Context: an optimization exercise on an open-source flow, tuned for small area, a short achievable clock period and few clock cycles. The choices shown serve that exercise and are no tape-out recipe. RTL that was checked went through simulation tests only; none was proved equivalent to the original. Only the layout flow was run in run 1; the RTL was not checked for function there. Power figures rest on the tool's default switching activity, not on a simulated workload.

<file path="design.v">
module sdrb_fround (
    input  wire              sign,
    input  wire [47:0]       p,
    input  wire signed [9:0] be,
    output wire [31:0]       z
);
    wire        hi   = p[47];
    wire        sub1 = (be <= 10'sd0);           
    wire        sub0 = (be <= 10'sd1);           
    wire        ovf1 = (be >= 10'sd255);
    wire        ovf0 = (be >= 10'sd256);
    wire [9:0]  shw  = 10'd1 - be;
    wire [4:0]  sh   = !sub0 ? 5'd0 : (shw[9:5] != 5'd0) ? 5'd31 : shw[4:0];
    wire [7:0]  e1   = be[7:0];
    wire [7:0]  e0   = be[7:0] - 8'd1;
    wire [47:0] smask = ~({48{1'b1}} << ({1'b0, sh} + 6'd23));
    wire [24:0] vs   = p[47:23] >> sh;
    wire        ss   = |(p & smask);
    reg  [22:0] f;
    reg  [7:0]  e;
    reg         g, s;
    always @* begin
        if (hi ? sub1 : sub0) begin
            f = vs[23:1]; g = vs[0]; s = ss; e = 8'd0;
        end else if (hi) begin
            f = p[46:24]; g = p[23]; s = |p[22:0]; e = e1;
        end else begin
            f = p[45:23]; g = p[22]; s = |p[21:0]; e = e0;
        end
    end
    wire        rnd = g & (s | f[0]);
    wire [30:0] r   = {e, f} + {30'd0, rnd};
    assign z = (hi ? ovf1 : ovf0) ? {sign, 8'hFF, 23'd0} : {sign, r};
endmodule
module sdrb_fmul (
    input  wire [31:0] a,
    input  wire [31:0] b,
    output reg  [31:0] z
);
    wire        sz   = a[31] ^ b[31];
    wire        a_e0 = (a[30:23] == 8'h00), b_e0 = (b[30:23] == 8'h00);
    wire        a_e1 = (a[30:23] == 8'hFF), b_e1 = (b[30:23] == 8'hFF);
    wire        a_fz = (a[22:0] == 23'd0),  b_fz = (b[22:0] == 23'd0);
    wire        a_zero = a_e0 & a_fz, b_zero = b_e0 & b_fz;
    wire [23:0] ms = a_e0 ? {1'b0, a[22:0]} : {~b_e0, b[22:0]};
    wire [23:0] mo = a_e0 ? {~b_e0, b[22:0]} : {1'b1, a[22:0]};
    reg  [4:0]  lz;
    reg  [23:0] mn;
    always @* begin
        mn = ms;
        lz = 5'd0;
        if (mn[23:8] == 16'd0) begin mn = mn << 16; lz = lz + 5'd16; end
        if (mn[23:16] == 8'd0) begin mn = mn << 8;  lz = lz + 5'd8;  end
        if (mn[23:20] == 4'd0) begin mn = mn << 4;  lz = lz + 5'd4;  end
        if (mn[23:22] == 2'd0) begin mn = mn << 2;  lz = lz + 5'd2;  end
        if (mn[23] == 1'b0)    begin mn = mn << 1;  lz = lz + 5'd1;  end
    end
    wire [47:0] p  = mn * mo;
    wire signed [9:0] be = $signed({2'b00, a[30:24], a[23] | a_e0})
                         + $signed({2'b00, b[30:24], b[23] | b_e0})
                         - $signed({5'd0, lz}) - 10'sd126;
    wire [31:0] rz;
    sdrb_fround u_rnd (.sign(sz), .p(p), .be(be), .z(rz));
    always @* begin
        if ((a_e1 & ~a_fz) | (b_e1 & ~b_fz) | (a_e1 & b_zero) | (b_e1 & a_zero))
            z = 32'h7FC00000;
        else if (a_e1 | b_e1)
            z = {sz, 8'hFF, 23'd0};
        else if (a_zero | b_zero)
            z = {sz, 31'd0};
        else
            z = rz;
    end
endmodule
module sdrb_fmul2 (
    input  wire        clk,
    input  wire        hi,
    input  wire [31:0] a,
    input  wire [31:0] b,
    output reg  [31:0] z
);
    wire        b_e0 = (b[30:23] == 8'h00);
    reg  [4:0]  lz;
    reg  [23:0] mn;
    always @* begin
        mn = {~b_e0, b[22:0]};
        lz = 5'd0;
        if (mn[23:8] == 16'd0) begin mn = mn << 16; lz = lz + 5'd16; end
        if (mn[23:16] == 8'd0) begin mn = mn << 8;  lz = lz + 5'd8;  end
        if (mn[23:20] == 4'd0) begin mn = mn << 4;  lz = lz + 5'd4;  end
        if (mn[23:22] == 2'd0) begin mn = mn << 2;  lz = lz + 5'd2;  end
        if (mn[23] == 1'b0)    begin mn = mn << 1;  lz = lz + 5'd1;  end
    end
    reg  [35:0] pl;                    
    reg  [11:0] bh;                    
    reg  signed [9:0] be;
    reg  [1:0]  kind;                  
    reg         sz;
    wire [23:0] ma  = {1'b1, a[22:0]};
    wire [11:0] mul = hi ? bh : mn[11:0];
    wire [35:0] add = hi ? {12'd0, pl[35:12]} : 36'd0;
    wire [35:0] q   = ma * mul + add;
    always @(posedge clk) begin
        pl <= q;
        bh <= mn[23:12];
        sz <= a[31] ^ b[31];
        be <= $signed({2'b00, a[30:23]})
            + $signed({2'b00, b[30:24], b[23] | b_e0})
            - $signed({5'd0, lz}) - 10'sd126;
        if (((a[30:23] == 8'hFF) & (a[22:0] != 0)) | ((b[30:23] == 8'hFF) & (b[22:0] != 0)) |
            ((a[30:23] == 8'hFF) & (b[30:0] == 0)) | ((b[30:23] == 8'hFF) & (a[30:0] == 0)))
            kind <= 2'd1;
        else if ((a[30:23] == 8'hFF) | (b[30:23] == 8'hFF))
            kind <= 2'd2;
        else if ((a[30:0] == 0) | (b[30:0] == 0))
            kind <= 2'd3;
        else
            kind <= 2'd0;
    end
    wire [31:0] rz;
    sdrb_fround u_rnd (.sign(sz), .p({q, pl[11:0]}), .be(be), .z(rz));
    always @* begin
        case (kind)
            2'd1:    z = 32'h7FC00000;
            2'd2:    z = {sz, 8'hFF, 23'd0};
            2'd3:    z = {sz, 31'd0};
            default: z = rz;
        endcase
    end
endmodule
module sdrb_fadd (
    input  wire [31:0] a,
    input  wire [31:0] b,
    output reg  [31:0] z
);
    wire a_e1 = (a[30:23] == 8'hFF), b_e1 = (b[30:23] == 8'hFF);
    wire a_fz = (a[22:0] == 23'd0),  b_fz = (b[22:0] == 23'd0);
    wire a_zero = (a[30:0] == 31'd0), b_zero = (b[30:0] == 31'd0);
    wire an = (a[30:23] != 8'h00), bn = (b[30:23] != 8'h00);
    wire [7:0] ea = {a[30:24], a[23] | ~an};
    wire [7:0] eb = {b[30:24], b[23] | ~bn};
    wire        swap = b[30:0] > a[30:0];
    wire [8:0]  dab  = {1'b0, ea} - {1'b0, eb};
    wire [8:0]  dba  = {1'b0, eb} - {1'b0, ea};
    wire [7:0]  d    = swap ? dba[7:0] : dab[7:0];
    wire [7:0]  ex   = swap ? eb : ea;
    wire        sx   = swap ? b[31] : a[31];
    wire [26:0] mx   = swap ? {bn, b[22:0], 3'b000} : {an, a[22:0], 3'b000};
    wire [26:0] my   = swap ? {an, a[22:0], 3'b000} : {bn, b[22:0], 3'b000};
    wire [4:0]  ds   = (d[7:5] != 3'd0) ? 5'd31 : d[4:0];
    wire [26:0] mys  = my >> ds;
    wire        stk  = |(my & ~({27{1'b1}} << ds));
    wire [26:0] myj  = {mys[26:1], mys[0] | stk};
    wire        sub = a[31] ^ b[31];
    wire [27:0] sum = sub ? ({1'b0, mx} - {1'b0, myj}) : ({1'b0, mx} + {1'b0, myj});
    reg  [4:0]  lz;
    integer k;
    always @* begin
        lz = 5'd27;
        for (k = 0; k <= 26; k = k + 1) if (sum[k]) lz = 5'd26 - k[4:0];
    end
    wire [7:0]  exm1 = ex - 8'd1;
    wire        lim  = {3'd0, lz} > exm1;
    wire [4:0]  ls   = lim ? exm1[4:0] : lz;
    wire [26:0] n    = sum[26:0] << ls;
    wire [7:0]  en   = lim ? 8'd0 : (ex - {3'd0, lz});
    wire [23:0] m   = sum[27] ? sum[27:4] : n[26:3];
    wire        g   = sum[27] ? sum[3] : n[2];
    wire        st  = sum[27] ? (|sum[2:0]) : (|n[1:0]);
    wire [7:0]  e   = sum[27] ? ex + 8'd1 : en;
    wire        rnd = g & (st | m[0]);
    wire [30:0] r   = {e, m[22:0]} + {30'd0, rnd};
    always @* begin
        if ((a_e1 & ~a_fz) | (b_e1 & ~b_fz) | (a_e1 & b_e1 & (a[31] ^ b[31])))
            z = 32'h7FC00000;
        else if (a_e1)
            z = a;
        else if (b_e1)
            z = b;
        else if (a_zero & b_zero)
            z = {a[31] & b[31], 31'd0};
        else if (sum == 28'd0)
            z = 32'h00000000;
        else if (sum[27] & (ex == 8'hFE))
            z = {sx, 8'hFF, 23'd0};
        else
            z = {sx, r};
    end
endmodule
module sdrb (
    input  wire        clk,
    input  wire        rst_n,
    input  wire        cmd_valid,
    output wire        cmd_ready,
    input  wire [31:0] cmd_word,
    input  wire [31:0] cmd_arg0,
    input  wire [31:0] cmd_arg1,
    output wire        rsp_valid,
    input  wire        rsp_ready,
    output wire [31:0] rsp_data,
    output wire        rsp_err
);
    localparam [31:0] HALF  = 32'h3F000000;
    localparam [31:0] ONE   = 32'h3F800000;
    localparam [31:0] HW_ID = 32'h53440100;
    localparam [7:0] OP_NOP     = 8'h00, OP_INIT    = 8'h01,
                     OP_WRITE   = 8'h10, OP_READ    = 8'h11, OP_SETRP  = 8'h12,
                     OP_RBRESET = 8'h13, OP_RESIZE  = 8'h14, OP_GETCAP = 8'h15,
                     OP_SETCAPF = 8'h16, OP_STEP    = 8'h17, OP_GETWC  = 8'h18,
                     OP_GETRC   = 8'h19, OP_DERESET = 8'h20, OP_SETDLY = 8'h21,
                     OP_SETFB   = 8'h22, OP_SETMIX  = 8'h23, OP_MIXSTEP = 8'h24,
                     OP_PROCESS = 8'h25, OP_BLKWR   = 8'h30, OP_BLKRD  = 8'h31,
                     OP_REGRD   = 8'h40, OP_STATCLR = 8'h41;
    localparam [2:0] S_IDLE = 3'd0, S_EXEC = 3'd1, S_HOLD = 3'd2, S_B = 3'd3,
                     S_C    = 3'd4, S_D    = 3'd5, S_SER  = 3'd6;
    localparam [2:0] P_MOD = 3'd0, P_MUL = 3'd1, P_DIV = 3'd2, P_DLY = 3'd3,
                     P_FIN = 3'd4, P_FINB = 3'd5;
    reg  [2:0]  state;
    reg         rst_q;                   
    reg         rdy_q;                   
    reg         is_step_q;               
    reg  [7:0]  opc;
    reg         cc;                      
    reg  [3:0]  idx;                     
    reg  [31:0] a0_q, a1_q;
    reg         legal, ch0, ch1, blk_ok, is_ring, is_blk;
    reg         two_ch;                  
    reg  [24:0] capacity;
    reg  [4:0]  alloc;
    reg  [4:0]  wc0, wc1;                
    reg  [23:0] rc0, rc1;                
    reg  [31:0] feedback, mix, omix;     
    reg  [23:0] dsamp;
    reg  [3:0]  st_warn;
    reg  [2:0]  st_err;
    reg  [31:0] err_cmd;                 
    reg  [31:0] store [0:31];            
    reg  [31:0] sv;                      
    reg  [31:0] blk [0:15];              
    reg  [15:0] bv;                      
    reg  [31:0] rsp_q;
    reg         rsp_err_q;
    reg         eng_on, eng_ph;          
    reg         ta_v, ta_c, ta_inv;
    reg  [2:0]  ta_i;
    reg         tc_v, tc_c, tc_inv;
    reg  [2:0]  tc_i;
    reg         td_v, td_c;
    reg  [2:0]  td_i;
    reg  [3:0]  eng_n0, eng_n1;          
    reg         eng_inv1;                
    reg         omix_job;                
    reg         spec_ok;
    reg  [4:0]  spec_rc;                 
    reg  [31:0] x_q, y_q, m1_q, t3_q;
    reg  [2:0]  sp;
    reg  [35:0] acc;
    reg         ovf;                     
    reg         clamp_q;                 
    reg         fin_c;                   
    reg  [9:0]  rem;
    reg  [7:0]  cnt;
    assign cmd_ready = rst_n && rdy_q;
    wire [7:0]  opc_i  = cmd_word[31:24];
    wire [7:0]  chf_i  = cmd_word[23:16];
    wire [15:0] idx_i  = cmd_word[15:0];
    wire        ch0_i  = (chf_i == 8'd0);
    wire        idx0_i = (idx_i == 16'd0);
    reg         legal_i;
    always @* begin
        case (opc_i)
            OP_NOP, OP_INIT, OP_RBRESET, OP_RESIZE, OP_GETCAP, OP_SETCAPF,
            OP_DERESET, OP_SETDLY, OP_SETFB, OP_SETMIX, OP_PROCESS, OP_STATCLR:
                legal_i = ch0_i && idx0_i;
            OP_WRITE, OP_READ, OP_SETRP, OP_STEP, OP_GETWC, OP_GETRC, OP_MIXSTEP:
                legal_i = idx0_i;
            OP_BLKWR, OP_BLKRD:
                legal_i = 1'b1;
            OP_REGRD:
                legal_i = ch0_i && (idx_i <= 16'd12);
            default:
                legal_i = 1'b0;
        endcase
    end
    wire ring_i = (opc_i == OP_INIT)    || (opc_i == OP_WRITE)   || (opc_i == OP_READ)   ||
                  (opc_i == OP_SETRP)   || (opc_i == OP_RBRESET) || (opc_i == OP_RESIZE) ||
                  (opc_i == OP_SETCAPF) || (opc_i == OP_STEP)    || (opc_i == OP_GETWC)  ||
                  (opc_i == OP_GETRC)   || (opc_i == OP_DERESET) || (opc_i == OP_SETDLY) ||
                  (opc_i == OP_SETFB)   || (opc_i == OP_SETMIX)  || (opc_i == OP_MIXSTEP) ||
                  (opc_i == OP_PROCESS);
    wire blk_ok_i = (chf_i[7:1] == 7'd0) && (idx_i[15:3] == 13'd0);
    wire blk_i    = (opc_i == OP_BLKWR) || (opc_i == OP_BLKRD);
    wire ch_valid = ch0 || (two_ch && ch1);
    wire s0_neg   = a0_q[31];
    wire s1_neg   = a1_q[31];
    wire       fr_c = td_v ? td_c : tc_v ? tc_c : ta_c;
    wire [2:0] fr_i = td_v ? td_i : tc_v ? tc_i : ta_i;
    wire pend    = ({cc, idx[2:0]} >= {fr_c, fr_i});
    wire bg_even = eng_on && !eng_ph;
    wire bg_odd  = eng_on && eng_ph;
    wire hazard  = (is_ring && (eng_on || omix_job)) ||
                   (is_blk && eng_on && (pend || (!eng_ph && (opc[0] ? ta_v : td_v))));
    wire [4:0]  wc_c  = cc ? wc1 : wc0;
    wire [23:0] rc_c  = cc ? rc1 : rc0;
    wire        rc_c_bad = (rc_c[23:5] != 19'd0) || (rc_c[4:0] >= alloc);
    wire        wc_c_bad = (wc_c >= alloc);
    wire [3:0]  ns_v = a1_q[3:0];
    wire        proc_arg = s0_neg || (a0_q[30:0] > 31'd2) || s1_neg || (a1_q[30:0] > 31'd8);
    wire        ok0 = (rc0[23:5] == 19'd0) && (rc0[4:0] < alloc) && (wc0 < alloc);
    wire        ok1 = (rc1[23:5] == 19'd0) && (rc1[4:0] < alloc) && (wc1 < alloc);
    wire        grow = (capacity > {20'd0, alloc});
    wire [4:0]  mx0 = (rc0[4:0] > wc0) ? rc0[4:0] : wc0;
    wire [4:0]  mx1 = (rc1[4:0] > wc1) ? rc1[4:0] : wc1;
    wire [4:0]  lim0 = !ok0 ? 5'd0 : (grow ? alloc - mx0 : 5'd16);
    wire [4:0]  lim1 = !ok1 ? 5'd0 : (grow ? alloc - mx1 : 5'd16);
    wire        act0 = (a0_q[1:0] != 2'd0) && (ns_v != 4'd0);
    wire        err0 = act0 && (lim0 < {1'b0, ns_v});
    wire        act1 = (a0_q[1:0] == 2'd2) && (ns_v != 4'd0) && !err0;
    wire        err1 = act1 && two_ch && (lim1 < {1'b0, ns_v});
    wire [3:0]  pn0 = !act0 ? 4'd0 : (err0 ? lim0[3:0] : ns_v);
    wire [3:0]  pn1 = !act1 ? 4'd0 : (err1 ? lim1[3:0] : ns_v);
    reg [31:0] clamp_v;
    reg        clamp_out;
    always @* begin
        if (a0_q[30:23] == 8'hFF && a0_q[22:0] != 0) begin
            clamp_v = ONE;  clamp_out = 1'b1;
        end else if (a0_q[31] && a0_q[30:0] != 0) begin
            clamp_v = 32'd0; clamp_out = 1'b1;
        end else if (a0_q[30:0] == 0) begin
            clamp_v = 32'd0; clamp_out = 1'b0;
        end else if (a0_q[30:0] > ONE[30:0]) begin
            clamp_v = ONE;  clamp_out = 1'b1;
        end else begin
            clamp_v = a0_q; clamp_out = 1'b0;
        end
    end
    wire [7:0]  lag_e   = a0_q[30:23];
    wire        lag_bad = (a0_q == 32'h7F800000);
    wire        lag_int = !(lag_e == 8'hFF) && !a0_q[31] && (lag_e >= 8'd127);
    wire        ex_go    = (state == S_EXEC) && !hazard;
    wire        ex_proc  = ex_go && legal && (opc == OP_PROCESS);
    wire        ex_fg    = ex_go && legal && (opc == OP_STEP || opc == OP_MIXSTEP);
    wire        st_B     = (state == S_B);
    wire        st_C     = (state == S_C);
    wire        st_D     = (state == S_D);
    wire        idle_s   = (state == S_IDLE);
    wire        a_c      = eng_on ? ta_c : cc;
    wire [4:0]  wc_a     = a_c ? wc1 : wc0;
    wire [23:0] rc_a     = a_c ? rc1 : rc0;
    wire        spec_go  = ex_proc && !proc_arg && pn0 != 4'd0 && spec_ok;
    wire        doB      = (bg_odd && ta_v) || st_B || spec_go;
    wire        doC      = (bg_odd && tc_v) || st_C;
    wire        doD      = (bg_even && td_v) || st_D;
    wire        m2_hi    = bg_odd || st_C;
    wire        do_om    = omix_job;
    reg  [3:0]  bsel;
    always @* begin
        if (bg_even && ta_v) bsel = {ta_c, ta_i};
        else                 bsel = {cc, idx[2:0]};
    end
    wire [15:0] b_hot = bv & (16'd1 << bsel);
    reg  [31:0] blk_rd;
    integer kb;
    always @* begin
        blk_rd = 32'd0;
        for (kb = 0; kb < 16; kb = kb + 1) blk_rd = blk_rd | (blk[kb] & {32{b_hot[kb]}});
    end
    wire [31:0] s_hot = sv & (32'd1 << {a_c, rc_a[3:0]});
    reg  [31:0] st_rd;
    integer ks;
    always @* begin
        st_rd = 32'd0;
        for (ks = 0; ks < 32; ks = ks + 1) st_rd = st_rd | (store[ks] & {32{s_hot[ks]}});
    end
    wire        fin      = (state == S_SER);
    wire [4:0]  adv_p    = fin ? (fin_c ? wc1 : wc0) : doB ? wc_a :
                           (state == S_EXEC && opc == OP_WRITE && !eng_on) ? wc_c : rc_a[4:0];
    wire [4:0]  adv_x    = adv_p + {4'd0, !fin || clamp_q};
    reg  [4:0]  adv;
    always @* begin
        adv = adv_x;
        if (capacity[24:5] == 20'd0) begin
            if (capacity[4:0] == 5'd1) adv = 5'd0;
            else begin
                if (capacity[4:0] <= 5'd2 && adv >= {capacity[1:0], 3'b000})
                    adv = adv - {capacity[1:0], 3'b000};
                if (capacity[4:0] <= 5'd4 && adv >= {capacity[2:0], 2'b00})
                    adv = adv - {capacity[2:0], 2'b00};
                if (capacity[4:0] <= 5'd8 && adv >= {capacity[3:0], 1'b0})
                    adv = adv - {capacity[3:0], 1'b0};
                if (adv >= capacity[4:0]) adv = adv - capacity[4:0];
            end
        end
    end
    wire [31:0] m1_a = doC ? mix : (is_step_q && !eng_on) ? a1_q : feedback;
    wire [31:0] m1_b = doC ? y_q : st_rd;
    wire [31:0] ad_a = doD ? t3_q : do_om ? ONE : x_q;
    wire [31:0] ad_b = do_om ? {~mix[31], mix[30:0]} : m1_q;
    wire [31:0] m1_z, ad_z, m2_z;
    sdrb_fmul  u_m1 (.a(m1_a), .b(m1_b), .z(m1_z));
    sdrb_fadd  u_ad (.a(ad_a), .b(ad_b), .z(ad_z));
    sdrb_fmul2 u_m2 (.clk(clk), .hi(m2_hi), .a(omix), .b(x_q), .z(m2_z));
    wire        s_bit   = a0_q[31];
    wire [23:0] rc_f    = fin_c ? rc1 : rc0;
    reg  [36:0] as_p, as_q;
    reg         as_inv, as_ci;
    always @* begin
        as_p = 37'd0; as_q = {12'd0, capacity}; as_inv = 1'b1; as_ci = 1'b1;
        case (sp)
            P_MOD:  as_p = {11'd0, acc[24:0], s_bit};
            P_MUL:  begin as_p = {acc, 1'b0}; as_q = s_bit ? {6'd0, a1_q[30:0]} : 37'd0;
                          as_inv = 1'b0; as_ci = 1'b0; end
            P_DLY:  as_p = {1'b0, acc};
            P_FIN:  if (clamp_q) begin as_p = {12'd0, capacity}; as_q = 37'd0; as_ci = 1'b0; end
                    else begin as_p = {32'd0, adv}; as_q = {12'd0, acc[24:0]}; end
            default: begin as_p = {13'd0, rc_f}; as_inv = 1'b0; as_ci = 1'b0; end
        endcase
    end
    wire [37:0] as_z    = {1'b0, as_p} + {1'b0, as_inv ? ~as_q : as_q} + {37'd0, as_ci};
    wire        as_ge   = as_z[37];      
    wire [11:0] dv_v    = {rem, acc[35:34]};
    wire [1:0]  dv_q    = (dv_v >= 12'd3000) ? 2'd3 : (dv_v >= 12'd2000) ? 2'd2 :
                          (dv_v >= 12'd1000) ? 2'd1 : 2'd0;
    wire [11:0] dv_r    = dv_v - (dv_q == 2'd3 ? 12'd3000 : dv_q == 2'd2 ? 12'd2000 :
                                  dv_q == 2'd1 ? 12'd1000 : 12'd0);
    reg  [31:0] ex_data;
    always @* begin
        ex_data = 32'd0;
        case (opc)
            OP_READ:   ex_data = ch_valid ? st_rd : 32'd0;
            OP_BLKRD:  ex_data = blk_rd;
            OP_GETCAP: ex_data = {7'd0, capacity};
            OP_GETWC:  ex_data = ch_valid ? {27'd0, wc_c} : 32'd0;
            OP_GETRC:  ex_data = ch_valid ? {8'd0, rc_c} : 32'd0;
            OP_REGRD:
                case (idx[3:0])
                    4'd0:  ex_data = {21'd0, st_err, 4'd0, st_warn};
                    4'd1:  ex_data = {7'd0, capacity};
                    4'd2:  ex_data = {27'd0, alloc};
                    4'd3:  ex_data = two_ch ? 32'd2 : 32'd1;
                    4'd4:  ex_data = feedback;
                    4'd5:  ex_data = mix;
                    4'd6:  ex_data = {8'd0, dsamp};
                    4'd7:  ex_data = (st_err != 3'd0) ? err_cmd : 32'd0;
                    4'd8:  ex_data = 32'd0;
                    4'd9:  ex_data = 32'd2;
                    4'd10: ex_data = 32'd16;
                    4'd11: ex_data = 32'd8;
                    default: ex_data = HW_ID;
                endcase
            default: ex_data = 32'd0;
        endcase
    end
    reg  [2:0] ex_err;
    reg        ex_long;                  
    always @* begin
        ex_err  = 3'b000;
        ex_long = 1'b0;
        if (!legal) ex_err = 3'b001;
        else case (opc)
            OP_INIT:    if (s0_neg || a0_q[30:0] == 0 || a0_q[30:0] > 31'd16 ||
                            s1_neg || a1_q[30:0] == 0 || a1_q[30:0] > 31'd2) ex_err = 3'b010;
            OP_RESIZE:  if (s0_neg || a0_q[30:0] == 0 || a0_q[30:0] > 31'd16) ex_err = 3'b010;
            OP_SETCAPF: if (s0_neg || a0_q[30:0] == 0 || a0_q[30:0] > 31'h01000000) ex_err = 3'b010;
            OP_WRITE:   if (ch_valid && wc_c_bad) ex_err = 3'b100;
            OP_READ:    if (ch_valid && rc_c_bad) ex_err = 3'b100;
            OP_STEP, OP_MIXSTEP:
                        if (ch_valid && (rc_c_bad || wc_c_bad)) ex_err = 3'b100;
                        else if (ch_valid || opc == OP_MIXSTEP) ex_long = 1'b1;
            OP_SETRP:   if (ch_valid && lag_bad) ex_err = 3'b010;
                        else if (ch_valid) ex_long = 1'b1;
            OP_DERESET, OP_SETDLY:
                        if (s0_neg || s1_neg) ex_err = 3'b010;
                        else ex_long = 1'b1;
            OP_PROCESS: if (proc_arg) ex_err = 3'b010;
                        else if (err0 || err1) ex_err = 3'b100;
            OP_BLKWR, OP_BLKRD:
                        if (!blk_ok) ex_err = 3'b010;
            default: ;
        endcase
    end
    wire ex_rsp  = ex_go && !ex_long;
    wire ex_e    = (ex_err != 3'b000);
    assign rsp_valid = rst_n && rst_q && (ex_rsp || state == S_HOLD);
    assign rsp_data  = (state == S_HOLD) ? rsp_q : (ex_e ? 32'd0 : ex_data);
    assign rsp_err   = (state == S_HOLD) ? rsp_err_q : ex_e;
    wire doA     = (ex_fg && !ex_e && ch_valid) || (ex_proc && !proc_arg && pn0 != 4'd0 && !spec_ok) ||
                   (bg_even && ta_v && !ta_inv);
    wire doB_st  = (bg_odd && ta_v && !ta_inv) || (st_B && ch_valid) || spec_go;
    wire        nx_last = ({1'b0, ta_i} + 4'd1 == (ta_c ? eng_n1 : eng_n0));
    wire        nx_v    = !(nx_last && (ta_c || eng_n1 == 4'd0));
    wire        nx_c    = nx_last ? 1'b1 : ta_c;
    wire [2:0]  nx_i    = nx_last ? 3'd0 : ta_i + 3'd1;
    wire        st_cmd = (state == S_EXEC) && (opc == OP_WRITE) && !eng_on;
    wire        st_we  = doB_st || (ex_go && legal && opc == OP_WRITE && ch_valid && !ex_e);
    wire [31:0] st_wd  = st_cmd ? a0_q : ad_z;
    wire        bl_job = bg_even && td_v;
    wire        bl_we  = bl_job || (ex_go && opc == OP_BLKWR && blk_ok);
    wire [3:0]  bl_a   = bl_job ? {td_c, td_i} : {cc, idx[2:0]};
    wire [31:0] bl_wd  = bl_job ? ad_z : a0_q;
    wire [31:0] st_hot = 32'd1 << {a_c, wc_a[3:0]};
    wire [15:0] bl_hot = 16'd1 << bl_a;
    wire        st_clr = (ex_go && legal && !ex_e &&
                          (opc == OP_INIT || opc == OP_RBRESET || opc == OP_RESIZE)) ||
                         (state == S_SER && sp == P_DLY && opc == OP_DERESET &&
                          !(ovf || acc == 36'd0 || acc > 36'd16));
    genvar gk;
    generate
        for (gk = 0; gk < 32; gk = gk + 1) begin : g_st
            always @(posedge clk) if (st_we && st_hot[gk]) store[gk] <= st_wd;
        end
        for (gk = 0; gk < 16; gk = gk + 1) begin : g_bl
            always @(posedge clk) if (bl_we && bl_hot[gk]) blk[gk] <= bl_wd;
        end
    endgenerate
    always @(posedge clk) begin
        if (!rst_q || st_clr) sv <= 32'd0;
        else if (st_we)       sv <= sv | st_hot;
        if (!rst_q)           bv <= 16'd0;
        else if (bl_we)       bv <= bv | bl_hot;
    end
    always @(posedge clk) begin
        m1_q  <= m1_z;
        t3_q  <= m2_z;
        rst_q <= rst_n;
        spec_ok <= rst_q && idle_s && !eng_on;
        spec_rc <= adv;
        rdy_q <= rst_n && rst_q && (state == S_IDLE ? !(cmd_valid && rdy_q) :
                                    state == S_EXEC ? ex_rsp && rsp_ready :
                                    state == S_HOLD && rsp_ready);
        if (!rst_q) begin
            state    <= S_IDLE;
            cc <= 1'b0; idx <= 4'd0; is_step_q <= 1'b0;
            two_ch   <= 1'b1;
            capacity <= 25'd16;
            alloc    <= 5'd16;
            wc0 <= 5'd0; wc1 <= 5'd0; rc0 <= 24'd0; rc1 <= 24'd0;
            feedback <= HALF;
            mix      <= ONE;
            omix     <= 32'd0;
            dsamp    <= 24'd0;
            st_warn  <= 4'd0;
            st_err   <= 3'd0;
            eng_on   <= 1'b0;
            omix_job <= 1'b0;
        end else begin
            if (doA) begin
                if (a_c) rc1 <= {19'd0, adv}; else rc0 <= {19'd0, adv};
            end
            if (doB_st) begin
                if (a_c) wc1 <= adv; else wc0 <= adv;
            end
            if (doB) y_q <= doB_st ? ad_z : 32'd0;
            if (do_om) begin
                omix     <= ad_z;
                omix_job <= 1'b0;
            end
            if (idle_s && !eng_on) x_q <= blk_rd;
            if (spec_go) rc0 <= {19'd0, spec_rc};
            if (bg_even) begin
                if (ta_v) x_q <= blk_rd;
                td_v   <= 1'b0;
                eng_ph <= 1'b1;
                if (!ta_v && !tc_v) eng_on <= 1'b0;
            end
            if (bg_odd) begin
                td_v <= tc_v; td_c <= tc_c; td_i <= tc_i;
                tc_v <= ta_v; tc_c <= ta_c; tc_i <= ta_i; tc_inv <= ta_inv;
                ta_v <= ta_v && nx_v;
                ta_c <= nx_c; ta_i <= nx_i;
                ta_inv <= nx_c && eng_inv1;
                eng_ph <= 1'b0;
                if (!ta_v && !tc_v) eng_on <= 1'b0;
            end
            case (state)
            S_IDLE: begin
                if (cmd_valid && rdy_q) begin
                    opc     <= opc_i;
                    cc      <= chf_i[0];
                    idx     <= idx_i[3:0];
                    legal   <= legal_i;
                    ch0     <= ch0_i;
                    ch1     <= (chf_i == 8'd1);
                    blk_ok  <= blk_ok_i;
                    is_ring <= legal_i && ring_i;
                    is_blk  <= blk_i && blk_ok_i;
                    a0_q   <= cmd_arg0;
                    a1_q   <= cmd_arg1;
                    is_step_q <= (cmd_word[31:24] == OP_STEP);
                    if (st_err == 3'd0) err_cmd <= cmd_word;
                    state  <= S_EXEC;
                end
            end
            S_EXEC: if (!hazard) begin
                rsp_q     <= ex_e ? 32'd0 : ex_data;
                rsp_err_q <= ex_e;
                if (!ex_long) state <= rsp_ready ? S_IDLE : S_HOLD;
                if (!ex_long && rsp_ready) begin
                    cc <= 1'b0; idx <= 4'd0; is_step_q <= 1'b0;
                end
                st_err <= st_err | ex_err;
                if (!legal) begin
                end else case (opc)
                OP_INIT: if (!ex_e) begin
                    two_ch   <= a1_q[1];
                    alloc    <= a0_q[4:0];
                    capacity <= {20'd0, a0_q[4:0]};
                    feedback <= HALF;
                    mix      <= ONE;
                    omix     <= 32'd0;
                    omix_job <= 1'b0;
                    dsamp    <= 24'd0;
                    wc0 <= 5'd0; wc1 <= 5'd0; rc0 <= 24'd0; rc1 <= 24'd0;
                end
                OP_WRITE: begin
                    if (!ch_valid) st_warn[0] <= 1'b1;
                    else if (!ex_e) begin
                        if (cc) wc1 <= adv; else wc0 <= adv;
                    end
                end
                OP_READ: begin
                    if (!ch_valid) st_warn[0] <= 1'b1;
                    else if (!ex_e) begin
                        if (cc) rc1 <= {19'd0, adv}; else rc0 <= {19'd0, adv};
                    end
                end
                OP_SETRP: begin
                    if (!ch_valid) st_warn[0] <= 1'b1;
                    else if (!ex_e) begin
                        a0_q    <= {1'b1, a0_q[22:0], 8'd0};
                        cnt     <= lag_int ? lag_e - 8'd126 : 8'd0;
                        acc     <= 36'd0;
                        clamp_q <= 1'b0;
                        fin_c   <= cc;
                        sp      <= P_MOD;
                        state   <= S_SER;
                    end
                end
                OP_RBRESET: begin
                    wc0 <= 5'd0; wc1 <= 5'd0; rc0 <= 24'd0; rc1 <= 24'd0;
                end
                OP_RESIZE: if (!ex_e) begin
                    alloc    <= a0_q[4:0];
                    capacity <= {20'd0, a0_q[4:0]};
                    wc0 <= 5'd0; wc1 <= 5'd0; rc0 <= 24'd0; rc1 <= 24'd0;
                end
                OP_SETCAPF: if (!ex_e) capacity <= a0_q[24:0];
                OP_STEP, OP_MIXSTEP: begin
                    if (!ch_valid) st_warn[0] <= 1'b1;
                    if (ex_long) begin
                        x_q   <= a0_q;
                        state <= S_B;
                    end
                end
                OP_GETWC, OP_GETRC: if (!ch_valid) st_warn[0] <= 1'b1;
                OP_DERESET, OP_SETDLY: if (!ex_e) begin
                    a0_q    <= {a0_q[30:0], 1'b0};
                    acc     <= 36'd0;
                    ovf     <= 1'b0;
                    clamp_q <= 1'b0;
                    fin_c   <= 1'b0;
                    cnt     <= 8'd31;
                    sp      <= P_MUL;
                    state   <= S_SER;
                end
                OP_SETFB: begin
                    feedback <= clamp_v;
                    if (clamp_out) st_warn[1] <= 1'b1;
                end
                OP_SETMIX: begin
                    mix <= clamp_v;
                    omix_job <= 1'b1;
                    if (clamp_out) st_warn[2] <= 1'b1;
                end
                OP_PROCESS: if (!proc_arg) begin
                    if (act1 && !two_ch) st_warn[0] <= 1'b1;
                    if (pn0 != 4'd0) begin
                        eng_on   <= 1'b1;
                        td_v     <= 1'b0;
                        eng_n0   <= pn0;
                        eng_n1   <= pn1;
                        eng_inv1 <= !two_ch;
                        if (spec_ok) begin
                            eng_ph <= 1'b0;
                            tc_v   <= 1'b1;
                            tc_c   <= 1'b0;
                            tc_i   <= 3'd0;
                            tc_inv <= 1'b0;
                            ta_v   <= (pn0 != 4'd1) || (pn1 != 4'd0);
                            ta_c   <= (pn0 == 4'd1);
                            ta_i   <= (pn0 == 4'd1) ? 3'd0 : 3'd1;
                            ta_inv <= (pn0 == 4'd1) && !two_ch;
                        end else begin
                            x_q    <= blk_rd;
                            eng_ph <= 1'b1;
                            ta_v   <= 1'b1;
                            ta_c   <= 1'b0;
                            ta_i   <= 3'd0;
                            ta_inv <= 1'b0;
                            tc_v   <= 1'b0;
                        end
                    end
                end
                OP_BLKWR: if (blk_ok) begin
                end
                OP_STATCLR: st_warn <= 4'd0;
                default: ;
                endcase
            end
            S_B: begin
                rsp_q     <= ad_z;
                rsp_err_q <= 1'b0;
                state     <= (opc == OP_STEP) ? S_HOLD : S_C;
            end
            S_C: state <= S_D;
            S_D: begin
                rsp_q     <= ad_z;
                rsp_err_q <= 1'b0;
                state     <= S_HOLD;
            end
            S_SER: begin
                case (sp)
                P_MOD: begin
                    if (cnt == 8'd0) sp <= P_FIN;
                    else if (acc[24:0] == 25'd0 && a0_q[31:24] == 8'd0 && cnt >= 8'd8) begin
                        a0_q <= {a0_q[23:0], 8'd0};
                        cnt  <= cnt - 8'd8;
                    end else begin
                        if (as_ge) acc[24:0] <= as_z[24:0];
                        else       acc[24:0] <= {acc[23:0], s_bit};
                        a0_q <= {a0_q[30:0], 1'b0};
                        cnt  <= cnt - 8'd1;
                    end
                end
                P_MUL: begin
                    if (acc == 36'd0 && a0_q[31:24] == 8'd0 && cnt >= 8'd8) begin
                        a0_q <= {a0_q[23:0], 8'd0};
                        cnt  <= cnt - 8'd8;
                    end else begin
                        acc  <= as_z[35:0];
                        if (as_z[36:35] != 2'd0) ovf <= 1'b1;
                        a0_q <= {a0_q[30:0], 1'b0};
                        cnt  <= cnt - 8'd1;
                    end
                    if (cnt == 8'd1 || (cnt == 8'd8 && acc == 36'd0 && a0_q[31:24] == 8'd0)) begin
                        sp  <= P_DIV;
                        cnt <= 8'd18;
                        rem <= 10'd0;
                    end
                end
                P_DIV: begin
                    if (rem == 10'd0 && acc[35:28] == 8'd0 && cnt >= 8'd4) begin
                        acc <= {acc[27:0], 8'd0};
                        cnt <= cnt - 8'd4;
                    end else begin
                        acc <= {acc[33:0], dv_q};
                        rem <= dv_r[9:0];
                        cnt <= cnt - 8'd1;
                    end
                    if (cnt == 8'd1 || (cnt == 8'd4 && rem == 10'd0 && acc[35:28] == 8'd0))
                        sp <= P_DLY;
                end
                P_DLY: begin
                    if (opc == OP_DERESET) begin
                        if (ovf || acc == 36'd0 || acc > 36'd16) begin
                            st_err[1] <= 1'b1;
                            rsp_q     <= 32'd0;
                            rsp_err_q <= 1'b1;
                            state     <= S_HOLD;
                        end else begin
                            dsamp    <= {19'd0, acc[4:0]};
                            alloc    <= acc[4:0];
                            capacity <= {20'd0, acc[4:0]};
                                    wc0 <= 5'd0; wc1 <= 5'd0; rc0 <= 24'd0; rc1 <= 24'd0;
                            rsp_q     <= 32'd0;
                            rsp_err_q <= 1'b0;
                            state     <= S_HOLD;
                        end
                    end else begin
                        if (ovf || as_ge) begin
                            st_warn[3] <= 1'b1;
                            clamp_q    <= 1'b1;
                        end else begin
                            dsamp <= acc[23:0];
                        end
                        sp <= P_FIN;
                    end
                end
                P_FIN, P_FINB: begin
                    if (sp == P_FIN && clamp_q) dsamp <= as_z[23:0];
                    if (sp == P_FIN && clamp_q) begin
                        if (fin_c) rc1 <= {19'd0, adv}; else rc0 <= {19'd0, adv};
                    end else begin
                        if (fin_c) rc1 <= as_z[23:0]; else rc0 <= as_z[23:0];
                    end
                    if (sp == P_FIN && !clamp_q && !as_ge) sp <= P_FINB;
                    else if (opc == OP_SETDLY && !fin_c && two_ch) begin
                        fin_c <= 1'b1;
                        sp    <= P_FIN;
                    end else begin
                        rsp_q     <= 32'd0;
                        rsp_err_q <= 1'b0;
                        state     <= S_HOLD;
                    end
                end
                default: ;
                endcase
            end
            S_HOLD: if (rsp_ready) begin
                state <= S_IDLE;
                cc <= 1'b0; idx <= 4'd0; is_step_q <= 1'b0;
            end
            default: state <= S_IDLE;
            endcase
        end
    end
endmodule
</file>
<file path="flow/run.sh">
#!/bin/bash
# Layout flow: the standard flow (standard.sh) unchanged, except that the
# buffers ORFS puts on every input and output port at placement are
# sky130_fd_sc_hd__buf_2 cells instead of the cell buffer_ports picks itself.
# Runs in the work folder; the flow's full output goes to standard.log here.
set -o pipefail
export BUFFER_PORTS_ARGS="-buffer_cell sky130_fd_sc_hd__buf_2"
bash standard.sh > standard.log 2>&1
</file>
<file path="standard.sh">
#!/bin/bash
# synth_recipe.tcl (not shown) runs the flow's synth.tcl, then flattens the netlist and writes it again
# the make line also repeats each setting of config.mk as NAME=value (left out here)
make -C /OpenROAD-flow-scripts/flow DESIGN_CONFIG=/design/flow/config.mk WORK_HOME=/design/flow/orfs CLKGATE_MAP_FILE= SYNTH_SCRIPT=/design/flow/synth_recipe.tcl "${@:-finish}"
</file>
<file path="config.mk">
export PLATFORM = sky130hd
export DESIGN_NAME = sdrb
export DESIGN_NICKNAME = sdrb
export VERILOG_FILES = /design/flow/design.v
export SDC_FILE = /design/flow/constraint.sdc
export NUM_CORES = 8
export LEC_CHECK = 0
export CAP_MARGIN = 20
export CORE_MARGIN = 2
export CORE_UTILIZATION = 40
export CTS_BUF_LIST = sky130_fd_sc_hd__clkbuf_4 sky130_fd_sc_hd__clkbuf_8
export SLEW_MARGIN = 20
</file>
<file path="constraint.sdc">
create_clock -name core_clock -period 60.0 [get_ports {clk}]
set_input_delay 12.0000 -clock core_clock [delete_from_list [all_inputs] [get_ports {clk}]]
set_output_delay 12.0000 -clock core_clock [all_outputs]
set_load 0.01 [all_outputs]
</file>
==> metrics.cfg, run 1 <==
[timing]
worst_pin_slew_ps=1330
clock_skew_ps=152
timing.fmax_mhz=40.8
fin_tns_setup_ps=0
post-route-period-util=0.408
rsz0062_at_grt=no
final_hold_viol_count=0
relSlewSlack=0.102
setup_viol=0
finalMaxSlewViolations=0
whs_ps=443
finalCriticalPeriod_ps=24500

[run]
max-cap-violations=0

[critical_path]
worstPathArrival_ps=12500
cp-startpoint=rst_n
rr_endpoint=m1_q[25]
end_kind=output pin
cp_data_required_time_ps=48000
cp-start-kind=input pin
r2r-start=ta_c
reg2reg_depth=65
critPathMaxFanout=3
worstSetupEndpoint=rsp_valid
rrSetupSlack_ps=36800
crit_type=in2out

[synthesis]
synth-async-reset-ratio=0
synth_ff_type=edfxtp_1
synthTopCellsByArea=edfxtp_1, fa_1, dfxtp_1
yosysMostFrequentCell=edfxtp_1
synth_nets=16400
ys_types=128
synth.avg_cell_area_sq_um=10.0
synth_largest_area_cell=edfxtp_1
synth_seq_cells=2237
synthTopCellsByCount=edfxtp_1, nand2_1, inv_1, nor2_1, clkbuf_1
synth-edff-count=1829
synth_cells=15000
synth_area_sq_um=150000
ys_warn_count=7
netlist.area_leader.share=0.367
yosysSeqAreaShare=0.421

[outcome]
status=finished clean

[die]
num_io_pins=135
die_w_um=616
core-area_sq_um=372000
start_util=0.402
die_h_um=616
dieArea_sq_um=379000
std_cell_rows=224

[drt]
drt-total-wl_mm=633
num_vias=129000
dr.pass1.iters=10
drt-wirelength-per-cell_um=31.1
vias_per_cell=6.31
drt-initial-drc-count=19100
drc=0
ant_nets=0

[cells_and_area]
drive_gt1_frac=0.116
num-nets-final=16500
syn2layout_area_growth_pct=10.7
n_fill_cell=35600

[clocking]
cts_post_setup_buffers_inserted=0
clk_pin_slew_ps=60
cts-root-buf=clkbuf_8
clock_latency_ps=1150
clock_path_buffers=4
cts_buffers=375
cts_resized=0
cts.sinks=2237
cts_tree=yes
cts_hold_buf=0
h-tree-depth=5

[global_routing]
first_global_vias=120000
grt_max_degree=155
overflow=0
grt_use_total=0.323
grt_pass1_wl_mm=888
antenna_found_initial=61

[power_and_ir_drop]
peakVddDrop_uv=125
power_density_nw_per_um2=48.5
p_leak_uw=0.0624

[placement]
io_buffers=134
dp_hpwl_mm=440
routabilityCongestion=1.01

[worst_hold_path]
hp-class=reg2reg

-- cell usage in the layout, fill, tap and decap left out, drive strengths merged, types with 529 or more instances in the layout --
cell type  Yosys  routed
a21oi        723     723
a22oi        554     554
buf          201     663
edfxtp      1829    1829
fa           741     741
ha           529     529
inv         1151    1173
nand2       1637    1637
nor2        1105    1105
o21ai        605     605
-- worst min-delay path by stage --
stage | end | cells after the start | startpoint
2_1_floorplan | t3_q[31] | 1 | u_m2.sz
3_3_place_gp | t3_q[31] | 1 | u_m2.sz
3_5_place_dp | t3_q[31] | 1 | u_m2.sz
4_1_cts | t3_q[31] | 1 | u_m2.sz
5_1_grt | t3_q[31] | 1 | u_m2.sz
6_report | t3_q[31] | 1 | u_m2.sz
-- power by group --
| part | switching (uW) | internal [uW] |
|---|---|---|
| Sequential | 22.2 | 2460 |
| Clock | 670 | 733 |
| Combinational | 3140 | 1020 |
-- critical path: stages --
cell	delay (ps)
buf_2	90
nand2_1	70
nor2_1	170
buf_2	160
-- routing by layer --
| metal | track usage | part of all wire | wire length [um] | vias up |
|---|---|---|---|---|
| met5 | 0 | 0.00013 | 80 | - |
| met4 | 0.188 | 0.068 | 43400 | 12 |
| met3 | 0.0840 | 0.12 | 76500 | 1614 |
| met2 | 0.477 | 0.42 | 269000 | 8453 |
| met1 | 0.426 | 0.39 | 245000 | 63600 |
| li1 | - | - | - | 54900 |
-- final cells by class --
cell class / instances / area [sq um] / share of cell area
Antenna cell: 42 / 105 / 0.000634
Clock buffer: 526 / 6420 / 0.0387
Clock inverter: 144 / 1050 / 0.00634
Inverter: 1160 / 4350 / 0.0262
Multi-Input combinational cell: 10600 / 79900 / 0.482
Sequential cell: 2237 / 63100 / 0.380
Tap cell: 4972 / 6220 / 0.0375
Timing Repair Buffer: 663 / 4690 / 0.0283
-- through the flow --
step | std cells | area [sq um] | power (uW) | util | setup slack (ps)
floorplan | 15000 | 150000 | 4680 | - | 35760
global placement | 19700 | 158000 | 6410 | 0.424 | 35550
CTS | 20300 | 166000 | 7830 | 0.444 | 35520
detailed placement | 19700 | 158000 | 6440 | 0.424 | 35520
finish | 20400 | 166000 | 8040 | 0.445 | 35500
global route | 20400 | 166000 | 8250 | 0.445 | 35490
-- state kept, by name (all words and copies together) (netlist names), 36 cells and up --
signal	cells
store	1024
u_m2.pl	36
blk	512
acc	36
-- cells by family (layout without fill, tap and decap cells) --
family	count (synthesis)	count (layout)	synth area share
other	0	42	0
AOI/OAI and AO/OA	3690	3690	0.170
buffers and inverters	2109	2493	0.0547
DFF	2237	2237	0.421
xor gates and xnor gates	342	342	0.0202
adders and majority gates	1270	1270	0.143
muxes	526	526	0.0372
and+or+nand+nor	4816	4816	0.153
==> run 2: changes to the inputs <==
--- a/design.v
+++ b/design.v
@@ -45,15 +45,16 @@
     wire [23:0] ms = a_e0 ? {1'b0, a[22:0]} : {~b_e0, b[22:0]};
     wire [23:0] mo = a_e0 ? {~b_e0, b[22:0]} : {1'b1, a[22:0]};
-    reg  [4:0]  lz;
-    reg  [23:0] mn;
-    always @* begin
-        mn = ms;
-        lz = 5'd0;
-        if (mn[23:8] == 16'd0) begin mn = mn << 16; lz = lz + 5'd16; end
-        if (mn[23:16] == 8'd0) begin mn = mn << 8;  lz = lz + 5'd8;  end
-        if (mn[23:20] == 4'd0) begin mn = mn << 4;  lz = lz + 5'd4;  end
-        if (mn[23:22] == 2'd0) begin mn = mn << 2;  lz = lz + 5'd2;  end
-        if (mn[23] == 1'b0)    begin mn = mn << 1;  lz = lz + 5'd1;  end
-    end
+    function [4:0] clz23;
+        input [22:0] f;
+        integer k;
+        begin
+            clz23 = 5'd23;
+            for (k = 0; k <= 22; k = k + 1) if (f[k]) clz23 = 5'd23 - k[4:0];
+        end
+    endfunction
+    wire [4:0]  lz_a = clz23(a[22:0]);
+    wire [4:0]  lz_b = b_e0 ? clz23(b[22:0]) : 5'd0;
+    wire [4:0]  lz   = a_e0 ? lz_a : lz_b;
+    wire [23:0] mn   = ms << lz;
     wire [47:0] p  = mn * mo;
     wire signed [9:0] be = $signed({2'b00, a[30:24], a[23] | a_e0})
@@ -366,11 +367,17 @@
         for (kb = 0; kb < 16; kb = kb + 1) blk_rd = blk_rd | (blk[kb] & {32{b_hot[kb]}});
     end
-    wire [31:0] s_hot = sv & (32'd1 << {a_c, rc_a[3:0]});
-    reg  [31:0] st_rd;
+    wire [15:0] s_hot0 = sv[15:0]  & (16'd1 << rc0[3:0]);
+    wire [15:0] s_hot1 = sv[31:16] & (16'd1 << rc1[3:0]);
+    reg  [31:0] st_rd0, st_rd1;
     integer ks;
     always @* begin
-        st_rd = 32'd0;
-        for (ks = 0; ks < 32; ks = ks + 1) st_rd = st_rd | (store[ks] & {32{s_hot[ks]}});
+        st_rd0 = 32'd0;
+        st_rd1 = 32'd0;
+        for (ks = 0; ks < 16; ks = ks + 1) begin
+            st_rd0 = st_rd0 | (store[ks]      & {32{s_hot0[ks]}});
+            st_rd1 = st_rd1 | (store[16 + ks] & {32{s_hot1[ks]}});
+        end
     end
+    wire [31:0] st_rd = a_c ? st_rd1 : st_rd0;
     wire        fin      = (state == S_SER);
     wire [4:0]  adv_p    = fin ? (fin_c ? wc1 : wc0) : doB ? wc_a :
==> flow/run.sh (replaced) <==
#!/bin/bash
# Layout flow: the standard flow (standard.sh) with these changes:
#  - ABC maps the logic with flow/abc_map.script (delay target 20 ns, with
#    area recovery) instead of ORFS's abc_speed.script; everything else in
#    synthesis is ORFS's (synth_recipe.tcl), so the registers are the same;
#  - the port buffers ORFS inserts at placement are sky130_fd_sc_hd__buf_2;
#  - clock tree synthesis uses larger sink clusters and no dummy loads.
# Runs in the work folder; the flow's full output goes to standard.log here.
set -o pipefail
rm -rf scripts
cp -r "$FLOW_HOME/scripts" scripts
cp flow/abc_map.script scripts/abc_speed.script
export SCRIPTS_DIR="$PWD/scripts"
export BUFFER_PORTS_ARGS="-buffer_cell sky130_fd_sc_hd__buf_2"
export CTS_ARGS="-sink_clustering_enable -repair_clock_nets -dont_use_dummy_load -sink_clustering_size 20 -sink_clustering_max_diameter 100"
bash standard.sh > standard.log 2>&1
==> flow/abc_map.script (new file) <==
&get -n
&st
&syn2
&synch2
&dch -f
&nf
&st
&dch -f
&nf
&put
topo
stime -c
upsize -c
dnsize -c
--- a/config.mk
+++ b/config.mk
@@ -8,5 +8,4 @@
 export CAP_MARGIN = 20
 export CORE_MARGIN = 2
-export CORE_UTILIZATION = 40
-export CTS_BUF_LIST = sky130_fd_sc_hd__clkbuf_4 sky130_fd_sc_hd__clkbuf_8
+export CORE_UTILIZATION = 25
 export SLEW_MARGIN = 20
==> run 2 against run 1 <==
Net effect: highest routed layer unchanged; synthesized cell count down 13%; clock-buffer cell count down 380; setup slack worse by 110 ps; still clean; combinational power up 27%; first-iteration DRC count down 1.5%; cell area down 5.5%; non-clock buffer count down 45; fmax down 0.45%; sequential cell count unchanged; register-to-register slack better by 690 ps; total power up 10%; core utilization down 16 points.
==> metrics.cfg, run 2 <==
[outcome]
status=finished clean

[timing]
relSlewSlack=0.0704  ; -0.0316
fin_tns_setup_ps=0  ; unchanged
finalCriticalPeriod_ps=24610  ; +110 ps
final_hold_viol_count=0  ; unchanged
timing.fmax_mhz=40.6  ; -0.45%
worst_pin_slew_ps=1390  ; +55.0 ps
setup_viol=0  ; unchanged
clock_skew_ps=117  ; -34.5 ps
setup_ws_ps=35390  ; -110 ps
finalMaxSlewViolations=0  ; unchanged
post-route-period-util=0.410  ; +0.00183
rsz0062_at_grt=no

[die]
die_w_um=748  ; +21%
start_util=0.251  ; -0.152
dieArea_sq_um=560000  ; +47%
die_h_um=748  ; +21%
num_io_pins=135  ; unchanged
core-area_sq_um=552000  ; +48%
std_cell_rows=273  ; +22%

[clocking]
cts_hold_buf=0  ; unchanged
clock_path_buffers=4  ; unchanged
cts_buffers=146  ; -61%
cts_post_setup_buffers_inserted=0  ; unchanged
h-tree-depth=4  ; -1
cts.sinks=2237  ; unchanged
cts_resized=0  ; unchanged
clk_pin_slew_ps=90  ; +30 ps
clock_latency_ps=910  ; -240 ps
cts-root-buf=clkbuf_16
cts_tree=yes

[power_and_ir_drop]
power_density_nw_per_um2=56.4  ; +16%
peakVddDrop_uv=132  ; +5.7%
p_leak_uw=0.0527  ; -16%
p_int_uw=4340  ; +3.0%
swShare=0.509  ; +0.0331
seqPwrFrac=0.296  ; -0.012
combPwrFrac=0.596  ; +0.079
clockPowerShare=0.108  ; -0.067
p_sw_uw=4510  ; +18%

[global_routing]
grt_max_degree=114  ; -26%
grt_use_total=0.201  ; -0.122
grt_pass1_wl_mm=826  ; -6.9%
first_global_vias=112000  ; -6.8%
overflow=0  ; unchanged
antenna_found_initial=65  ; +6.6%

[placement]
dp_hpwl_mm=413  ; -6.2%
routabilityCongestion=1.03  ; +2.1%
io_buffers=134  ; unchanged
pre_cts_ws_ps=35420  ; -104 ps

[cells_and_area]
n_fill_cell=57600  ; +62%
multiInputGateArea_sq_um=72300  ; -9.5%
largest_reg_flops=1024  ; unchanged
drive_gt1_frac=0.0754  ; -0.0410
final_cell_mix=edfxtp_1, nand2_1, clkinv_1, nor2_1, a21oi_1
final_common_cell=edfxtp_1
num-nets-final=15200  ; -7.7%
syn2layout_area_growth_pct=13.3
top_regs=store x1024, blk x512
seqCellArea_sq_um=63100  ; unchanged
regMostFlops=store

[critical_path]
crit_type=in2out
r2r-start=eng_on
cp_data_required_time_ps=48000  ; about the same
cp-startpoint=rst_n
worstPathArrival_ps=12610  ; +110 ps
cp-start-kind=input pin
reg2reg_depth=67  ; +3.1%
end_kind=output pin
critPathMaxFanout=4  ; +1

[synthesis]
synth-edff-count=1829  ; unchanged
ys_types=111  ; -13%
synth_seq_cells=2237  ; unchanged
synth_top_family_by_area=compound AO/OA/AOI/OAI gates
synth_ff_type=edfxtp_1
synth_cells=13000  ; -13%
synth-async-reset-ratio=0  ; unchanged
synth_largest_area_cell=edfxtp_1
synth_compound_area_frac=0.170  ; -0.000490
synthMuxAreaShare=0.0297  ; -0.00743
synth_nets=14400  ; -12%
yosysSeqAreaShare=0.456  ; +0.0348
synth_fa_ha_area_frac=0.155  ; +0.0121
yosysMostFrequentCell=edfxtp_1
synth_xor_area_frac=0.0193  ; -0.000862
netlist.area_leader.share=0.397  ; +0.0303
synth-simple-area-share=0.140  ; -0.0135
synth.avg_cell_area_sq_um=10.6  ; +6.2%
ys_warn_count=7  ; unchanged
synthTopCellsByCount=edfxtp_1, nand2_1, nor2_1, clkinv_1, a21oi_1
synthTopCellsByArea=edfxtp_1, fa_1, dfxtp_1
synth_area_sq_um=138000  ; -7.6%

[drt]
drc=0  ; unchanged
drt-initial-drc-count=18800  ; -1.5%
drt-total-wl_mm=586  ; -7.5%
drt-wirelength-per-cell_um=27.7  ; -11%
vias_per_cell=5.58  ; -12%
dr.pass1.iters=10  ; unchanged
num_vias=118000  ; -8.4%
ant_nets=0  ; unchanged

[worst_hold_path]
hp-class=reg2reg
holdCritStartpoint=feedback[31]
whs_path_depth=2  ; +1

[run]
max-cap-violations=0  ; unchanged

run 2: per-layer routing:
metal / track usage / vias up / share of wire
met1: 0.264 / 58600 / 0.39
li1: - / 50100 / -
met4: 0.109 / 24 / 0.066
met2: 0.299 / 7730 / 0.42
met3: 0.0550 / 1426 / 0.13
met5: 0 / - / 0.0010
run 2: final timing paths:
path                                     end  slack (ps)
worst min register to register  feedback[31]         450
worst min-delay path            feedback[31]         450
worst max register to register   blk[11][26]       37490
worst max-delay path               rsp_valid       35390
run 2: layout make-up:
type	count	area share
clock buffer	146	0.0233
inverter	1108	0.0265
tap	7287	0.0582
antenna	41	0.000654
timing repair buffer	618	0.0276
sequential	2237	0.402
multi-input combinational	9695	0.461
run 2: power groups by stage:
| stage | Clock [uW] | Combinational, uW | Sequential (uW) |
|---|---|---|---|
| 6_report | 955 | 5270 | 2620 |
| 2_1_floorplan | 0 | 2670 | 2700 |
| 3_3_place_gp | 0 | 4950 | 2660 |
| 4_1_cts | 960 | 5020 | 2620 |
| 5_1_grt | 1010 | 5490 | 2620 |
| 3_5_place_dp | 0 | 5000 | 2650 |
run 2: stage by stage:
stage	util	cells	hold WS, ps	total power, uW	cell area, sq um
6_report	0.284	21100	446	8840	157000
5_1_grt	0.284	21100	464	9120	157000
4_1_cts	0.284	21100	444	8600	157000
3_5_place_dp	0.277	20900	432	7660	153000
3_3_place_gp	0.277	20900	427	7600	153000
2_1_floorplan	-	13000	410	5370	138000
run 2: critical path, cell delays in order:
cell and delay [ps]:
buf_2 110, nand2_1 60, nor3_1 240, buf_2 200
run 2: cells by family (layout without fill, tap and decap cells):
kind of cell,Yosys count,after routing
and+or+nand+nor,4282,4282
AOI/OAI and AO/OA,3441,3441
DFF,2237,2237
adders and majority gates,1273,1273
buffers and inverters,1108,1872
muxes,397,397
xor gates and xnor gates,302,302
other,0,41
Testbench counts of run 2, summed over its fixed seeds: cycles 14,546.
==> run 3: changes to the inputs <==
==> flow/abc_map.script (replaced) <==
&get -n
&st
&synch2
&dch -f
&nf -D 20000
&st
&dch -f
&nf -D 20000
&put
buffer -c
topo
stime -c
upsize -c
dnsize -c
==> run 3 against run 2 <==
Net effect: cell area is 0.52% higher; worst hold slack better by 2.6 ps; clock skew grew 27 ps; combinational power down 17%; first-iteration DRC count is 5.1% lower; sequential share of layout area shrank 0.21 points; clock-buffer cell count decreased by 3; wire length shrank 0.60%.
==> metrics.cfg, run 3 <==
[placement]
dp.cells=21200  ; +1.2%
routabilityCongestion=1.00  ; -2.8%
dp_hpwl_mm=407  ; -1.4%
io_buffers=134  ; unchanged
placed_area_sq_um=154000  ; +0.61%

[critical_path]
cp_data_required_time_ps=48000  ; about the same
rrSetupSlack_ps=37930  ; +440 ps
cp-startpoint=rst_n
reg2reg_depth=91  ; +36%
r2r-start=rc0[1]
worstPathArrival_ps=12490  ; -120 ps
end_kind=output pin
critPathMaxFanout=3  ; -1
cp-start-kind=input pin
rr_endpoint=rsp_q[3]
crit_type=in2out

[timing]
worst_pin_slew_ps=1320  ; -70.9 ps
post-route-period-util=0.408  ; -0.00192
finalMaxSlewViolations=0  ; unchanged
fin_tns_setup_ps=0  ; unchanged
setup_viol=0  ; unchanged
rsz0062_at_grt=no
relSlewSlack=0.115  ; +0.0448
timing.fmax_mhz=40.8  ; +0.47%
finalCriticalPeriod_ps=24490  ; -115 ps
whs_ps=449  ; +2.63 ps
final_hold_viol_count=0  ; unchanged
clock_skew_ps=144  ; +26.9 ps

[die]
std_cell_rows=277  ; +1.5%
die_h_um=758  ; +1.4%
die_w_um=758  ; +1.4%
start_util=0.251  ; about the same
num_io_pins=135  ; unchanged
dieArea_sq_um=575000  ; +2.8%
core-area_sq_um=568000  ; +2.9%

[power_and_ir_drop]
power_density_nw_per_um2=49.5  ; -12%
peakVddDrop_uv=115  ; -12%
p_leak_uw=0.0578  ; +9.8%

[drt]
drc=0  ; unchanged
drt-total-wl_mm=582  ; -0.60%
num_vias=118000  ; +0.092%
dr.pass1.iters=12  ; +2
drt-wirelength-per-cell_um=27.2  ; -1.7%
vias_per_cell=5.52  ; -1.1%
ant_nets=0  ; unchanged
drt-initial-drc-count=17800  ; -5.1%

[clocking]
clock_path_buffers=4  ; unchanged
cts_resized=0  ; unchanged
clock_latency_ps=930  ; +20 ps
cts-root-buf=clkbuf_16
cts.sinks=2237  ; unchanged
cts_post_setup_buffers_inserted=0  ; unchanged
cts_buffers=143  ; -2.1%
cts_hold_buf=0  ; unchanged
h-tree-depth=4  ; unchanged
cts_tree=yes
clk_pin_slew_ps=90  ; about the same

[cells_and_area]
largest_reg_flops=1024  ; unchanged
num-nets-final=15200  ; +0.033%
n_fill_cell=59100  ; +2.8%
instances_no_fill=21400  ; +1.2%
final_common_cell=edfxtp_1
final_cell_mix=edfxtp_1, nand2_1, inv_1, nor2_1, a21oi_1
drive_gt1_frac=0.0899  ; +0.0145
regMostFlops=store
syn2layout_area_growth_pct=10.7
postLayoutCellArea_sq_um=158000  ; +0.52%
top_regs=store x1024, blk x512

[synthesis]
synth_largest_area_cell=edfxtp_1
synth_cells=13900  ; +6.8%
synth_seq_cells=2237  ; unchanged
synth_ff_type=edfxtp_1
synth_area_sq_um=142000  ; +2.8%
netlist.area_leader.share=0.386  ; -0.0109
synthTopCellsByCount=edfxtp_1, nand2_1, inv_1, nor2_1, a21oi_1
ys_types=124  ; +12%
synth-async-reset-ratio=0  ; unchanged
synth-edff-count=1829  ; unchanged
synth.avg_cell_area_sq_um=10.2  ; -3.7%
ys_warn_count=7  ; unchanged
synthTopCellsByArea=edfxtp_1, fa_1, dfxtp_1
yosysMostFrequentCell=edfxtp_1
yosysSeqAreaShare=0.443  ; -0.0126
synth_nets=15300  ; +6.1%

[global_routing]
overflow=0  ; unchanged
antenna_found_initial=58  ; -11%
grt_max_degree=151  ; +32%
first_global_vias=112000  ; +0.082%
grt_use_total=0.195  ; -0.00616
grt_pass1_wl_mm=823  ; -0.38%

[worst_hold_path]
hold_path_end=t3_q[31]
whs_path_depth=1  ; -1
holdCritStartpoint=u_m2.sz
hp-class=reg2reg

[run]
max-cap-violations=0  ; unchanged

[outcome]
status=finished clean

## run 3: cell types whose count changed in the layout (fill, tap and decap cells not counted), moves of 96 or more
| cell | previous run | this run |
|---|---|---|
| clkinv_1 | 1105 | 5 |
| inv_1 | 0 | 1076 |
| and2_0 | 229 | 1 |
| and2_1 | 4 | 229 |
| mux2_2 | 8 | 124 |
| nor2_1 | 1103 | 1006 |
| mux2_1 | 100 | 4 |
## run 3: routing by layer
layer / part of all wire / vias up / GRT usage / routed length [um]
li1: - / 50300 / - / -
met1: 0.39 / 58700 / 0.254 / 227000
met2: 0.42 / 7401 / 0.287 / 244000
met3: 0.12 / 1586 / 0.0564 / 71600
met4: 0.069 / 44 / 0.110 / 40100
met5: 0.00048 / - / 0 / 278
## run 3: where the power goes
group	switching, uW	total (uW)	leakage (uW)	internal [uW]
combinational	3320	4360	0.0361	1040
sequential	18.4	2490	0.0199	2470
clock	522	947	0.00176	425
total	3860	7800	0.0578	3940
## run 3: worst max-delay path: stages
cell	delay [ps]
buf_2	100
nand2_1	80
nor2_1	150
buf_2	160
## run 3: layout make-up
type / instances / area, sq um / share of cell area
Inverter: 1089 / 4090 / 0.0259
Antenna cell: 36 / 90.1 / 0.000572
Multi-Input combinational cell: 9729 / 73000 / 0.463
Sequential cell: 2237 / 63100 / 0.400
Timing Repair Buffer: 611 / 4280 / 0.0272
Tap cell: 7533 / 9430 / 0.0598
Clock buffer: 143 / 3580 / 0.0227
## run 3: kinds of logic after synthesis
family	Yosys count	share of synthesized area
AO/OA/AOI/OAI	3515	0.170
XOR/XNOR	303	0.0191
adder cells (fa/ha/maj)	1273	0.151
buffers and inverters	1959	0.0521
flip-flops	2237	0.443
multiplexers	392	0.0291
AND/OR/NAND/NOR	4246	0.135
## run 3: metrics by stage
stage | worst slack, ps | total power (uW) | utilization
floorplan | 35760 | 4720 | -
global placement | 35530 | 6620 | 0.271
detailed placement | 35510 | 6680 | 0.271
CTS | 35510 | 7610 | 0.277
global route | 35470 | 8020 | 0.277
finish | 35510 | 7800 | 0.277
## run 3: worst max path at each step
stage / end / slack (ps) / cells past startpoint
after detailed placement: rsp_valid / 35510 / 4
final: rsp_valid / 35510 / 4
after floorplan: rsp_valid / 35760 / 2
after CTS: rsp_valid / 35510 / 4
after global placement: rsp_valid / 35530 / 4
after global routing: rsp_valid / 35470 / 4

-- port drivers added, routing unchanged --
The flow's constraints put no driver on any port. The routed layouts listed below were extracted and timed again, unchanged, in two steps.
Step 1, drivers: a clkbuf_16 drives clk and a buf_2 each remaining input, both assumed.
Step 2 times the ports against the registers' clock, not the clock port: input delays grow and output delays shrink by t, the midpoint of the rising clock arrivals with the driver on.
Three values: no drivers, after step 1, after step 2; two values: the first two.
run	t (ns)	slack for setup (ns)	worst register clock-pin slew, ns
run 1	1.194	35.504 / 35.481 / 35.481	0.07 / 0.07
run 2	0.952	35.394 / 35.370 / 35.370	0.10 / 0.10
run 3	0.979	35.509 / 35.475 / 35.475	0.10 / 0.10
After both steps every run listed still meets setup and hold. For run 3, which loses most, drivers alone change the setup slack by -0.034 ns; drivers and shift together by -0.034 ns.
